Context: an optimization exercise on an open-source flow, tuned for small area and a short achievable clock period. The choices shown serve that exercise and are no tape-out recipe. No functional check of the RTL was part of any run shown here. Power is estimated from default activity; no workload was simulated.

$ cat flow/flow/run.sh
#!/bin/bash
# Standard layout (the standard.sh) with these changes to how it is made:
# - plain buf_2 cells on the input and output ports, instead of the default
#   delay buffers;
# - no mapping of adders to full/half-adder cells before ABC (ADDER_MAP_FILE
#   empty), so ABC maps all of the logic;
# - timing repair that aims for more setup slack than the clock period needs
#   (flow/margin.txt, ns), so that the layout reaches a shorter period.
set -o pipefail
MARGIN=$(cat flow/margin.txt 2>/dev/null || echo 8)
EXTRA=$(cat flow/extra.txt 2>/dev/null || true)
echo 'export BUFFER_PORTS_ARGS = -buffer_cell sky130_fd_sc_hd__buf_2' >> config.mk
bash standard.sh ADDER_MAP_FILE= SETUP_SLACK_MARGIN=$MARGIN $EXTRA finish > standard.log 2>&1
$ cat flow/flow/margin.txt
0
$ cat flow/standard.sh
#!/bin/bash
# synth_recipe.tcl (not shown) runs the flow's synth.tcl, then flattens the netlist and writes it again
# the make line also repeats each setting of config.mk as NAME=value (left out here)
make -C /OpenROAD-flow-scripts/flow DESIGN_CONFIG=/design/flow/config.mk WORK_HOME=/design/flow/orfs CLKGATE_MAP_FILE= SYNTH_SCRIPT=/design/flow/synth_recipe.tcl "${@:-finish}"
$ cat flow/config.mk
export PLATFORM = sky130hd
export DESIGN_NAME = wfd
export DESIGN_NICKNAME = wfd
export VERILOG_FILES = /design/flow/design.v
export SDC_FILE = /design/flow/constraint.sdc
export NUM_CORES = 4
export LEC_CHECK = 0
export CAP_MARGIN = 20
export CORE_MARGIN = 2
export CORE_UTILIZATION = 40
export SLEW_MARGIN = 20
export SYNTH_HIERARCHICAL = 1
export BUFFER_PORTS_ARGS = -buffer_cell sky130_fd_sc_hd__buf_2
$ cat flow/constraint.sdc
create_clock -name core_clock -period 12.0 [get_ports {clk}]
set_input_delay 2.4000 -clock core_clock [delete_from_list [all_inputs] [get_ports {clk}]]
set_output_delay 2.4000 -clock core_clock [all_outputs]
set_load 0.01 [all_outputs]
$ cat flow/design.v
module wfd (
    input  wire        clk,
    input  wire        rst,
    input  wire        start,
    input  wire        s_end,
    input  wire        s_valid,
    input  wire [15:0] s_data,
    input  wire [15:0] cfg_vhigh,
    input  wire [15:0] cfg_vlow,
    input  wire        cfg_reverse,
    input  wire        cfg_invert,
    input  wire        cfg_verbose,
    output wire        s_ready,
    output wire        done,
    output wire        err,
    output wire [1:0]  err_code,
    output wire [2:0]  phase,
    output wire        b_valid,
    output wire [7:0]  b_data,
    output wire        sym_valid,
    output wire        sym,
    output wire [15:0] pre_start,
    output wire [15:0] pre_size,
    output wire [15:0] pre_end,
    output wire [15:0] short_dur,
    output wire [15:0] long_dur,
    output wire [15:0] byte_count,
    output wire        diag_sat,
    output wire        start_seen,
    output wire [2:0]  bitcnt,
    output wire [15:0] run
);
    reg [2:0]  ph_q;
    reg        sr_q, dn_q, er_q;       
    reg [1:0]  ec_q;
    reg [15:0] vhx_q, vlx_q;           
    reg        rev_q, inv_q;
    reg [15:0] pst_q, psz_q, pend_q;
    reg        cal_q;                  
    reg [12:0] q11_q;
    reg [3:0]  r11_q;
    reg [14:0] q3_q;
    reg [1:0]  r3_q;
    reg [15:0] run_q;
    reg        ss_q;
    reg [7:0]  acc_q;
    reg [2:0]  bc_q;
    reg [15:0] bcnt_q;
    reg        dsat_q;
    reg        bv_q, sv_q, sy_q;
    reg [7:0]  bd_q;
    wire        hi, lo;
    wire        pst_max, pst_zero, psz_max, run_nz, cal_bad, emit_b, bcnt_max, sum_ov;
    wire        symbol;
    wire [15:0] pst_i, psz_i, pend_c, run_i, bcnt_i;
    wire [12:0] q11_i;
    wire [3:0]  r11_i;
    wire [14:0] q3_i;
    wire [1:0]  r3_i;
    wire [7:0]  acc_e, bd_e;
    wire [2:0]  bc_e;
    wire        p1;
    wire        clr, a_pst, a_psz1, a_psz2, a_cal1, a_cal2, a_em, a_run;
    wire        d_sat1, d_sat2, d_sat3;
    wire [9:0]  pe_hl, pe_h, pe_l, pe_0;    
    wire        en_pst, en_psz, en_cal, en_em, en_run, run_hi;
    wire        sv_n, bv_n, ss_n, dsat_n;
    wire [9:0]  pe_n;
    wfd_prep u_prep (
        .pst(pst_q), .psz(psz_q), .q11(q11_q), .r11(r11_q), .q3(q3_q), .r3(r3_q),
        .run(run_q), .bcnt(bcnt_q), .acc(acc_q), .bd(bd_q), .bc(bc_q), .ss(ss_q),
        .rev(rev_q), .inv(inv_q),
        .pst_i(pst_i), .psz_i(psz_i), .q11_i(q11_i), .r11_i(r11_i), .q3_i(q3_i),
        .r3_i(r3_i), .pend_c(pend_c), .run_i(run_i), .bcnt_i(bcnt_i),
        .acc_e(acc_e), .bd_e(bd_e), .bc_e(bc_e), .symbol(symbol),
        .pst_max(pst_max), .pst_zero(pst_zero), .psz_max(psz_max), .run_nz(run_nz),
        .cal_bad(cal_bad), .emit_b(emit_b), .bcnt_max(bcnt_max), .sum_ov(sum_ov)
    );
    wfd_early u_early (
        .rst(rst), .start(start), .s_end(s_end), .s_valid(s_valid),
        .ph(ph_q), .ec(ec_q),
        .pst_max(pst_max), .pst_zero(pst_zero), .psz_max(psz_max), .run_nz(run_nz),
        .cal_bad(cal_bad), .emit_b(emit_b), .bcnt_max(bcnt_max), .sum_ov(sum_ov),
        .p1(p1), .clr(clr), .a_pst(a_pst), .a_psz1(a_psz1), .a_psz2(a_psz2),
        .a_cal1(a_cal1), .a_cal2(a_cal2), .a_em(a_em), .a_run(a_run),
        .d_sat1(d_sat1), .d_sat2(d_sat2), .d_sat3(d_sat3),
        .pe_hl(pe_hl), .pe_h(pe_h), .pe_l(pe_l), .pe_0(pe_0)
    );
    wfd_cmp u_cmp (
        .s_data(s_data), .vhx(vhx_q), .vlx(vlx_q), .p1(p1), .hi(hi), .lo(lo)
    );
    wfd_late u_late (
        .hi(hi), .lo(lo), .clr(clr), .a_pst(a_pst), .a_psz1(a_psz1), .a_psz2(a_psz2),
        .a_cal1(a_cal1), .a_cal2(a_cal2), .a_em(a_em), .a_run(a_run),
        .d_sat1(d_sat1), .d_sat2(d_sat2), .d_sat3(d_sat3), .emit_b(emit_b),
        .ss(ss_q), .dsat(dsat_q),
        .pe_hl(pe_hl), .pe_h(pe_h), .pe_l(pe_l), .pe_0(pe_0),
        .en_pst(en_pst), .en_psz(en_psz), .en_cal(en_cal), .en_em(en_em),
        .en_run(en_run), .run_hi(run_hi),
        .sv_n(sv_n), .bv_n(bv_n), .ss_n(ss_n), .dsat_n(dsat_n), .pe_n(pe_n)
    );
    always @(posedge clk) begin
        {ph_q, ec_q, sr_q, dn_q, er_q} <= pe_n;
        sv_q   <= sv_n;
        bv_q   <= bv_n;
        ss_q   <= ss_n;
        dsat_q <= dsat_n;
        if (en_pst) pst_q <= clr ? 16'd0 : pst_i;
        if (en_psz) begin
            psz_q <= clr ? 16'd0 : psz_i;
            q11_q <= clr ? 13'd0 : q11_i;
            r11_q <= clr ? 4'd0  : r11_i;
            q3_q  <= clr ? 15'd0 : q3_i;
            r3_q  <= clr ? 2'd0  : r3_i;
        end
        if (en_cal) begin
            pend_q <= clr ? 16'd0 : pend_c;
            cal_q  <= ~clr;
        end
        if (en_run) run_q <= run_hi ? run_i : 16'd0;
        if (en_em) begin
            sy_q   <= ~clr & symbol;
            acc_q  <= clr ? 8'd0 : acc_e;
            bd_q   <= clr ? 8'd0 : bd_e;
            bc_q   <= clr ? 3'd0 : bc_e;
            bcnt_q <= clr ? 16'd0 : bcnt_i;
        end
        if (start) begin
            vhx_q <= {~cfg_vhigh[15], cfg_vhigh[14:0]};
            vlx_q <= {~cfg_vlow[15], cfg_vlow[14:0]};
            rev_q <= cfg_reverse;
            inv_q <= cfg_invert;
        end
    end
    assign s_ready    = sr_q;
    assign done       = dn_q;
    assign err        = er_q;
    assign err_code   = ec_q;
    assign phase      = ph_q;
    assign b_valid    = bv_q;
    assign b_data     = bd_q;
    assign sym_valid  = sv_q;
    assign sym        = sy_q;
    assign pre_start  = pst_q;
    assign pre_size   = psz_q;
    assign pre_end    = pend_q;
    assign short_dur  = {3'd0, q11_q & {13{cal_q}}};
    assign long_dur   = {1'd0, q3_q & {15{cal_q}}};
    assign byte_count = bcnt_q;
    assign diag_sat   = dsat_q;
    assign start_seen = ss_q;
    assign bitcnt     = bc_q;
    assign run        = run_q;
endmodule
module wfd_cmp (
    input  wire [15:0] s_data,
    input  wire [15:0] vhx,
    input  wire [15:0] vlx,
    input  wire        p1,
    output wire        hi,
    output wire        lo
);
    function [1:0] cmp_tree;           
        input [15:0] a, b;
        reg   [15:0] g, l;
        reg   [7:0]  g1, l1;
        reg   [3:0]  g2, l2;
        reg   [1:0]  g3, l3;
        integer k;
        begin
            g = a & ~b;
            l = ~a & b;
            for (k = 0; k < 8; k = k + 1) begin
                g1[k] = g[2*k+1] | (~l[2*k+1] & g[2*k]);
                l1[k] = l[2*k+1] | (~g[2*k+1] & l[2*k]);
            end
            for (k = 0; k < 4; k = k + 1) begin
                g2[k] = g1[2*k+1] | (~l1[2*k+1] & g1[2*k]);
                l2[k] = l1[2*k+1] | (~g1[2*k+1] & l1[2*k]);
            end
            for (k = 0; k < 2; k = k + 1) begin
                g3[k] = g2[2*k+1] | (~l2[2*k+1] & g2[2*k]);
                l3[k] = l2[2*k+1] | (~g2[2*k+1] & l2[2*k]);
            end
            cmp_tree = {g3[1] | (~l3[1] & g3[0]), l3[1] | (~g3[1] & l3[0])};
        end
    endfunction
    wire [15:0] sx = {~s_data[15], s_data[14:0]};
    wire [1:0]  ch = cmp_tree(sx, vhx);
    wire [1:0]  cl = cmp_tree(sx, vlx);
    assign hi = p1 ? ~ch[0] : ch[1];
    assign lo = ~cl[1];
endmodule
module wfd_prep (
    input  wire [15:0] pst, psz, run, bcnt,
    input  wire [12:0] q11,
    input  wire [3:0]  r11,
    input  wire [14:0] q3,
    input  wire [1:0]  r3,
    input  wire [7:0]  acc, bd,
    input  wire [2:0]  bc,
    input  wire        ss, rev, inv,
    output wire [15:0] pst_i, psz_i, pend_c, run_i, bcnt_i,
    output wire [12:0] q11_i,
    output wire [3:0]  r11_i,
    output wire [14:0] q3_i,
    output wire [1:0]  r3_i,
    output wire [7:0]  acc_e, bd_e,
    output wire [2:0]  bc_e,
    output wire        symbol,
    output wire        pst_max, pst_zero, psz_max, run_nz, cal_bad, emit_b, bcnt_max, sum_ov
);
    assign pst_max  = &pst;
    assign pst_zero = ~|pst;
    assign psz_max  = &psz;
    assign run_nz   = |run;
    assign bcnt_max = &bcnt;
    assign cal_bad  = ~|q11;                           
    assign pst_i    = pst + 16'd1;
    assign psz_i    = psz + 16'd1;
    wire   r11_w    = (r11 == 4'd10);
    assign q11_i    = r11_w ? q11 + 13'd1 : q11;
    assign r11_i    = r11_w ? 4'd0 : r11 + 4'd1;
    wire   r3_w     = (r3 == 2'd2);
    assign q3_i     = r3_w ? q3 + 15'd1 : q3;
    assign r3_i     = r3_w ? 2'd0 : r3 + 2'd1;
    wire [16:0] end_sum = {1'b0, pst} + {1'b0, psz};
    assign sum_ov   = end_sum[16];
    assign pend_c   = end_sum[16] ? 16'hffff : end_sum[15:0];
    assign run_i    = (&run) ? run : run + 16'd1;
    wire [18:0] run5 = {1'b0, run, 2'b00} + {3'b000, run} + {17'd0, r3};
    wire   is_short = run5 < {3'b000, psz};
    assign symbol   = ~(is_short ^ rev);
    wire   full     = (bc == 3'd7);
    assign emit_b   = ss & full;
    wire [7:0] acc_s = {acc[6:0], symbol};
    wire [7:0] acc_r = {acc_s[0], acc_s[1], acc_s[2], acc_s[3],
                        acc_s[4], acc_s[5], acc_s[6], acc_s[7]};
    assign acc_e    = ss ? acc_s : acc;
    assign bd_e     = emit_b ? (inv ? acc_r : acc_s) : bd;
    assign bc_e     = ss ? (full ? 3'd0 : bc + 3'd1) : bc;
    assign bcnt_i   = (emit_b & ~(&bcnt)) ? bcnt + 16'd1 : bcnt;
endmodule
module wfd_early (
    input  wire       rst, start, s_end, s_valid,
    input  wire [2:0] ph,
    input  wire [1:0] ec,
    input  wire       pst_max, pst_zero, psz_max, run_nz, cal_bad, emit_b, bcnt_max, sum_ov,
    output wire       p1, clr,
    output wire       a_pst, a_psz1, a_psz2, a_cal1, a_cal2, a_em, a_run,
    output wire       d_sat1, d_sat2, d_sat3,
    output wire [9:0] pe_hl, pe_h, pe_l, pe_0
);
    localparam [2:0] IDLE = 3'd0, PH1 = 3'd1, PH2 = 3'd2, PH3 = 3'd3,
                     DONE = 3'd4, ERR = 3'd5;
    localparam [1:0] E_NONE = 2'd0, E_CAL = 2'd1, E_INPUT = 2'd2, E_RANGE = 2'd3;
    assign p1 = (ph == PH1);
    wire   p2 = (ph == PH2);
    wire   p3 = (ph == PH3);
    assign clr = rst | start;
    wire   v  = s_valid & ~clr;
    assign a_pst  = v & p1 & ~pst_max;      
    assign a_psz1 = v & p1;                 
    assign a_psz2 = v & p2 & ~psz_max;      
    assign a_cal1 = v & p1;                 
    assign a_cal2 = v & p2;                 
    assign a_em   = v & p3 & run_nz;        
    assign a_run  = v & p3;
    assign d_sat1 = v & p1 & pst_max;       
    assign d_sat2 = sum_ov;                 
    assign d_sat3 = emit_b & bcnt_max;      
    function [9:0] nxt;
        input h, l;
        reg [2:0] pn;
        reg [1:0] en;
        reg       do2;
        begin
            pn  = ph;
            en  = ec;
            do2 = v & (p2 | (p1 & ~h));
            if (v & p1 & h) begin
                pn = PH1;
            end else if (do2) begin
                if (l) begin
                    if (psz_max) begin
                        pn = ERR;
                        en = E_RANGE;
                    end else begin
                        pn = PH2;
                    end
                end else if (cal_bad) begin
                    pn = ERR;
                    en = E_CAL;
                end else begin
                    pn = PH3;
                end
            end
            if (s_end) begin
                case (pn)
                    PH1: begin
                        pn = ERR;
                        en = (pst_zero && !(v & p1 & h)) ? E_INPUT : E_CAL;
                    end
                    PH2: begin
                        pn = ERR;
                        en = E_CAL;
                    end
                    PH3: pn = DONE;
                    default: ;
                endcase
            end
            if (rst) begin
                pn = IDLE;
                en = E_NONE;
            end else if (start) begin
                pn = PH1;
                en = E_NONE;
            end
            nxt = {pn, en, (pn == PH1) | (pn == PH2) | (pn == PH3), pn == DONE, pn == ERR};
        end
    endfunction
    assign pe_hl = nxt(1'b1, 1'b1);
    assign pe_h  = nxt(1'b1, 1'b0);
    assign pe_l  = nxt(1'b0, 1'b1);
    assign pe_0  = nxt(1'b0, 1'b0);
endmodule
module wfd_late (
    input  wire       hi, lo, clr,
    input  wire       a_pst, a_psz1, a_psz2, a_cal1, a_cal2, a_em, a_run,
    input  wire       d_sat1, d_sat2, d_sat3, emit_b, ss, dsat,
    input  wire [9:0] pe_hl, pe_h, pe_l, pe_0,
    output wire       en_pst, en_psz, en_cal, en_em, en_run, run_hi,
    output wire       sv_n, bv_n, ss_n, dsat_n,
    output wire [9:0] pe_n
);
    wire e_pst = a_pst & hi;
    wire e_psz = lo & (a_psz2 | (a_psz1 & ~hi));
    wire e_cal = ~lo & (a_cal2 | (a_cal1 & ~hi));
    wire e_em  = a_em & ~hi;
    assign en_pst = e_pst | clr;
    assign en_psz = e_psz | clr;
    assign en_cal = e_cal | clr;
    assign en_em  = e_em | clr;
    assign en_run = a_run | clr;
    assign run_hi = hi & ~clr;
    assign sv_n   = e_em;
    assign bv_n   = e_em & emit_b;
    assign ss_n   = ~clr & (ss | e_em);
    assign dsat_n = ~clr & (dsat | (d_sat1 & hi) | (d_sat2 & e_cal) | (d_sat3 & e_em));
    assign pe_n   = hi ? (lo ? pe_hl : pe_h) : (lo ? pe_l : pe_0);
endmodule
==> reports/metrics.yaml, run 1 <==
sta:
  finalSetupViolCount: 0
  finalCriticalPeriod_ns: 5.16
  post-route-period-util: 0.430
  tns_ns: 0
  tightest_slew_ns: 0.986
  finalHoldViolCount: 0
  rsz0062_at_grt: "false"
  slew_violations: 0
  finalClockSkew_ns: 0.0147
  relSlewSlack: 0.343
  fmax_mhz: 194
  timing.hold.ws_ns: 0.567
  fin_ws_ns: 6.84
critical_path:
  required_ns: 12.08
  endpoint_kind: "flip-flop"
  crit_path_frequent_cell: "buf_4"
  worstPathCellList: "buf_2 > buf_4 > nor2_1 > inv_4 > buf_4 > nand2b_1"
  path_class: "input pin to flip-flop"
  crit_fanout: 91
  r2r-end: "sr_q"
  path_delay_family: "buffers and inverters"
  critPathBufInv: 4
  crit_slowest_cell: "buf_4"
  rrSetupSlack_ns: 7.46
  arrival_ns: 5.23
  r2r-start: "psz_q[0]"
  critPathLaunchType: "input pin"
  reg2reg_depth: 14
  critPathMaxStageDelay_ns: 0.83
place:
  gp_congestion: 0.855
  dp_hpwl_mm: 21.8
  place_ws_ns: 6.26
  io_buffer_count: 186
pwr:
  max-vdd-ir-drop_mv: 0.102
  power_leakage_nw: 5.69
  powerDensity_nw_per_um2: 118
  p_total_w: 0.00172
cts:
  cts_htree_levels: 4
  clk_path_buf_depth: 2
  numCtsBuffers: 17
  clock-sinks: 180
  cts_setup_buffers: 0
  clock_latency_ns: 0.45
  holdBufCountCts: 0
  cts_root_buf: "clkbuf_16"
  cts_tree: "built"
  post_cts_resized: 0
  clk_pin_slew_ns: 0.07
synthesis:
  syn_area_um2: 13000
  avgSynthCellArea_um2: 9.61
  ys_warn_count: 9
  synth_cells: 1353
floorplanning:
  rows: 66
  chipWidth_um: 184
  start_util: 0.403
  die_h_um: 184
  dieArea_um2: 34000
  pin_count: 192
  core_area_um2: 32300
job:
  max_cap_violations: 0
final_layout:
  multi_input_area_um2: 6990
  insertedDiodeCount: 0
  nets: 1526
  seqCellArea_um2: 5290
  areaGrowthSynthToFinish_pct: 12.5
  drive_gt1_frac: 0.205
  final_common_cell: "buf_2"
  layout_common_cells: "186 x buf_2, 168 x edfxtp_1, 136 x nor2b_1"
  fill_cells: 3111
route:
  routed_wl_mm: 31.0
  drt_iter0_drc: 701
  wire_per_inst_um: 16.1
  viasPerCell: 5.27
  ant_nets: 0
  drc: 0
  via_count: 10100
  firstDrtPassIters: 5
global_route:
  grt.overflow.total: 0
  grt_pass1_vias: 9414
  grt_pass1_wl_mm: 49.4
  grt_max_degree: 92
  antenna_found_initial: 0
  track_usage: 0.182
hold_path:
  min_to: "dsat_q"
  hold_class: "flip-flop to flip-flop"
  hold_start: "dsat_q"
  whs_path_depth: 2
run_status:
  status: "timing/DRC/antenna clean"
==> layout make-up <==
type,instances,share of cell area
sequential,180,0.361
clock inverter,14,0.0120
multi-input combinational,1022,0.478
timing repair buffer,191,0.0662
tap,442,0.0378
clock buffer,18,0.0293
inverter,58,0.0160
==> power breakdown <==
group | leakage, nW | switching (W) | total, W | internal, W
logic | 3.48 | 0.000169 | 0.000317 | 0.000148
clock network | 0.291 | 0.000261 | 0.000591 | 0.000331
registers | 1.92 | 0.0000757 | 0.000813 | 0.000737
total | 5.69 | 0.000506 | 0.00172 | 0.00122
==> registers in the layout, indices dropped and copies added, names as in the netlist, 2 cells and up <==
register and flops:
bcnt_q 16, pend_q 16, pst_q 16, psz_q 16, run_q 16, vhx_q 16
vlx_q 16, q3_q 15, q11_q 13, bd_q 8, acc_q 7, r11_q 4
bc_q 3, ph_q 3, ec_q 2, r3_q 2
==> per-layer routing <==
layer / GRT usage / vias up / part of all wire
li1: - / 5056 / -
met1: 0.249 / 4781 / 0.48
met2: 0.287 / 271 / 0.45
met3: 0.0433 / 31 / 0.056
met4: 0.0522 / 0 / 0.016
met5: 0 / - / 0
==> worst reg2reg max path, stage by stage, from the launching register on <==
cell       delay (ns)
edfxtp_1         0.59
and3_1           0.28
nand2_1          0.09
nor2_1           0.21
nand3_1          0.17
nor3_1           0.33
and3_1           0.24
and2_1           0.19
nand3_1          0.18
nor3_1           0.65
nand4bb_1        0.27
or2_2            0.38
o211ai_1         0.28
a21oi_1          0.10
mux4_2           0.47
==> worst max path at each step <==
stage / startpoint / cells past startpoint / slack [ns] / endpoint
6_report: start / 6 / 6.84 / pend_q[2]
5_1_grt: start / 6 / 6.53 / pend_q[9]
4_1_cts: start / 6 / 6.75 / cal_q
3_5_place_dp: start / 6 / 6.26 / pend_q[2]
3_3_place_gp: start / 6 / 6.30 / pend_q[2]
2_1_floorplan: s_data[2] / 9 / 6.62 / psz_q[0]
==> stage by stage <==
stage / instance area, um2 / utilization / cells
3_3_place_gp: 14000 / 0.434 / 1893
3_5_place_dp: 14000 / 0.434 / 1893
6_report: 14600 / 0.453 / 1925
5_1_grt: 14600 / 0.453 / 1925
2_1_floorplan: 13000 / - / 1356
4_1_cts: 14600 / 0.453 / 1925
==> inputs of run 2 (changes only) <==
==> flow/flow/margin.txt (replaced) <==
8
==> reports/metrics.yaml, run 2 <==
job:
  max_cap_violations: 0
sta:
  timing.hold.ws_ns: 0.577
  finalCriticalPeriod_ns: 4.25
  post-route-period-util: 0.355
  rsz0062_at_grt: "true"
  finalHoldViolCount: 0
  finalClockSkew_ns: 0.0140
  relSlewSlack: 0.413
  tightest_slew_ns: 0.878
  finalSetupViolCount: 0
  tns_ns: 0
  slew_violations: 0
  fmax_mhz: 235
route:
  viasPerCell: 5.33
  firstDrtPassIters: 5
  routed_wl_mm: 34.6
  drc: 0
  via_count: 10900
  drt_iter0_drc: 667
  ant_nets: 0
  wire_per_inst_um: 16.9
floorplanning:
  chipWidth_um: 184
  rows: 66
  core_area_um2: 32300
  start_util: 0.403
  dieArea_um2: 34000
  pin_count: 192
  die_h_um: 184
critical_path:
  crit_path_frequent_cell: "nand2b_4"
  path_class: "input pin to flip-flop"
  critPathLaunchType: "input pin"
  required_ns: 12.14
  worstPathCellList: "buf_8 > nand2b_4 > a211oi_2 > o41a_1 > nor3b_2 > a211o_1 > a21o_4 > nor2b_4 > o21ai_4 > buf_12 > nand2b_4"
  reg2reg_depth: 14
  crit_fanout: 8
  crit_cells: 11
  crit_slowest_cell: "a211o_1"
  path_delay_family: "compound AO/OA/AOI/OAI gates"
  critPathBufInv: 2
  critPathMaxStageDelay_ns: 0.36
  arrival_ns: 4.39
  endpoint_kind: "flip-flop"
global_route:
  met2_usage: 0.325
  antenna_found_initial: 2
  grt_pass1_wl_mm: 53.8
  grt_max_degree: 83
  use_met1: 0.267
  track_usage: 0.199
  grt_busiest_layer: "met2"
  grt_use_met3: 0.0397
  grt_pass1_vias: 10100
  grt.overflow.total: 0
final_layout:
  layout_common_cells: "178 x buf_2, 168 x edfxtp_1, 131 x nor2b_1"
  nets: 1649
  areaGrowthSynthToFinish_pct: 26.0
  fill_cells: 2946
  final_common_cell: "buf_2"
  insertedDiodeCount: 0
  final_cells: 2047
  drive_gt1_frac: 0.307
place:
  dpl.cell_count: 1892
  gp_congestion: 0.851
  io_buffer_count: 186
  dp_hpwl_mm: 21.7
hold_path:
  hold_class: "flip-flop to flip-flop"
  whs_path_depth: 2
run_status:
  status: "timing/DRC/antenna clean"
pwr:
  p_total_w: 0.00183
  power_leakage_nw: 6.60
  switching_share: 0.293
  switching_power_w: 0.000537
  comb_power_share: 0.234
  powerDensity_nw_per_um2: 112
  p_seq_frac: 0.433
  max-vdd-ir-drop_mv: 0.0851
  intPower_w: 0.00130
  clkPwrFrac: 0.333
cts:
  clk_pin_slew_ns: 0.07
  cts_htree_levels: 4
  clock-sinks: 180
  cts_tree: "built"
  clock_latency_ns: 0.44
  cts_root_buf: "clkbuf_16"
  holdBufCountCts: 0
  numCtsBuffers: 17
  clk_path_buf_depth: 2
synthesis:
  ys_warn_count: 9
  avgSynthCellArea_um2: 9.61
  synth_cells: 1353
  syn_area_um2: 13000
-- run 2: worst min-delay path: stages (launching register included) --
cell and delay, ns:
dfxtp_1 0.35, a221oi_2 0.04, o22ai_1 0.14
-- run 2: layout make-up --
class / instances / area (um2) / share of cell area
clock inverter: 13 / 194 / 0.0118
clock buffer: 18 / 429 / 0.0262
timing repair buffer: 301 / 2040 / 0.124
tap: 442 / 553 / 0.0337
multi-input combinational: 1035 / 7610 / 0.464
sequential: 180 / 5290 / 0.322
inverter: 58 / 284 / 0.0173
-- run 2: metal layers --
layer / part of all wire / up-vias
met3: 0.053 / 39
met5: 0.00078 / -
li1: - / 5333
met1: 0.45 / 5233
met2: 0.48 / 309
met4: 0.018 / 4
-- run 2: power groups by stage --
stage	registers, W	clock network, W	logic (W)
floorplan	0.000791	0	0.000261
global placement	0.000824	0	0.000315
detailed placement	0.000826	0	0.000320
CTS	0.000797	0.000625	0.000392
global route	0.000802	0.000648	0.000470
finish	0.000794	0.000611	0.000430
-- run 2: final timing paths --
kind                                 from        to  slack, ns
worst max-delay path            s_data[4]  q11_q[9]       7.75
worst min-delay path               dsat_q    dsat_q       0.58
worst max register to register   psz_q[2]      sr_q       8.10
worst min register to register     dsat_q    dsat_q       0.58
-- run 2: repair_timing --
action,CTS,global route
gates cloned,14,1
resized for setup,84,58
pin swaps,28,27
endpoints found under the setup margin,234,192
setup buffers,64,45
-- run 2: through the flow --
stage	worst slack (ns)	area, um2	utilization
global placement	6.64	14100	0.437
global route	7.68	16400	0.508
CTS	7.81	15700	0.488
detailed placement	6.59	14100	0.437
floorplan	7.43	13100	-
finish	7.75	16400	0.508

==> what the ideal ports hide <==
How much do the figures lean on ideal ports? The routed layouts below were timed once more, with nothing changed but the port constraints.
Step 1 (the two cells are an assumption about what drives the block):
set clk [get_ports {clk}]
set_driving_cell -lib_cell sky130_fd_sc_hd__clkbuf_16 $clk
set_driving_cell -lib_cell sky130_fd_sc_hd__buf_2 [delete_from_list [all_inputs] $clk]
Step 2, shift: input delay + t, output delay - t, t = (earliest + latest rising clock arrival at the registers) / 2. This alone moves slack from input paths to output paths.
Three values: no drivers, after step 1, after step 2; two values: the first two.
| run | t (ns) | setup WS [ns] | worst setup path after step 2 | cell pins on the clock port's net |
|---|---|---|---|---|
| run 1 | 0.495 | 6.843 / 6.872 / 6.377 | input to register | 1 |
| run 2 | 0.483 | 7.745 / 7.751 / 7.268 | input to register | 1 |
After both steps every run listed still meets setup and hold. For run 2, which loses most, drivers alone change the setup slack by +0.006 ns; drivers and shift together by -0.477 ns.
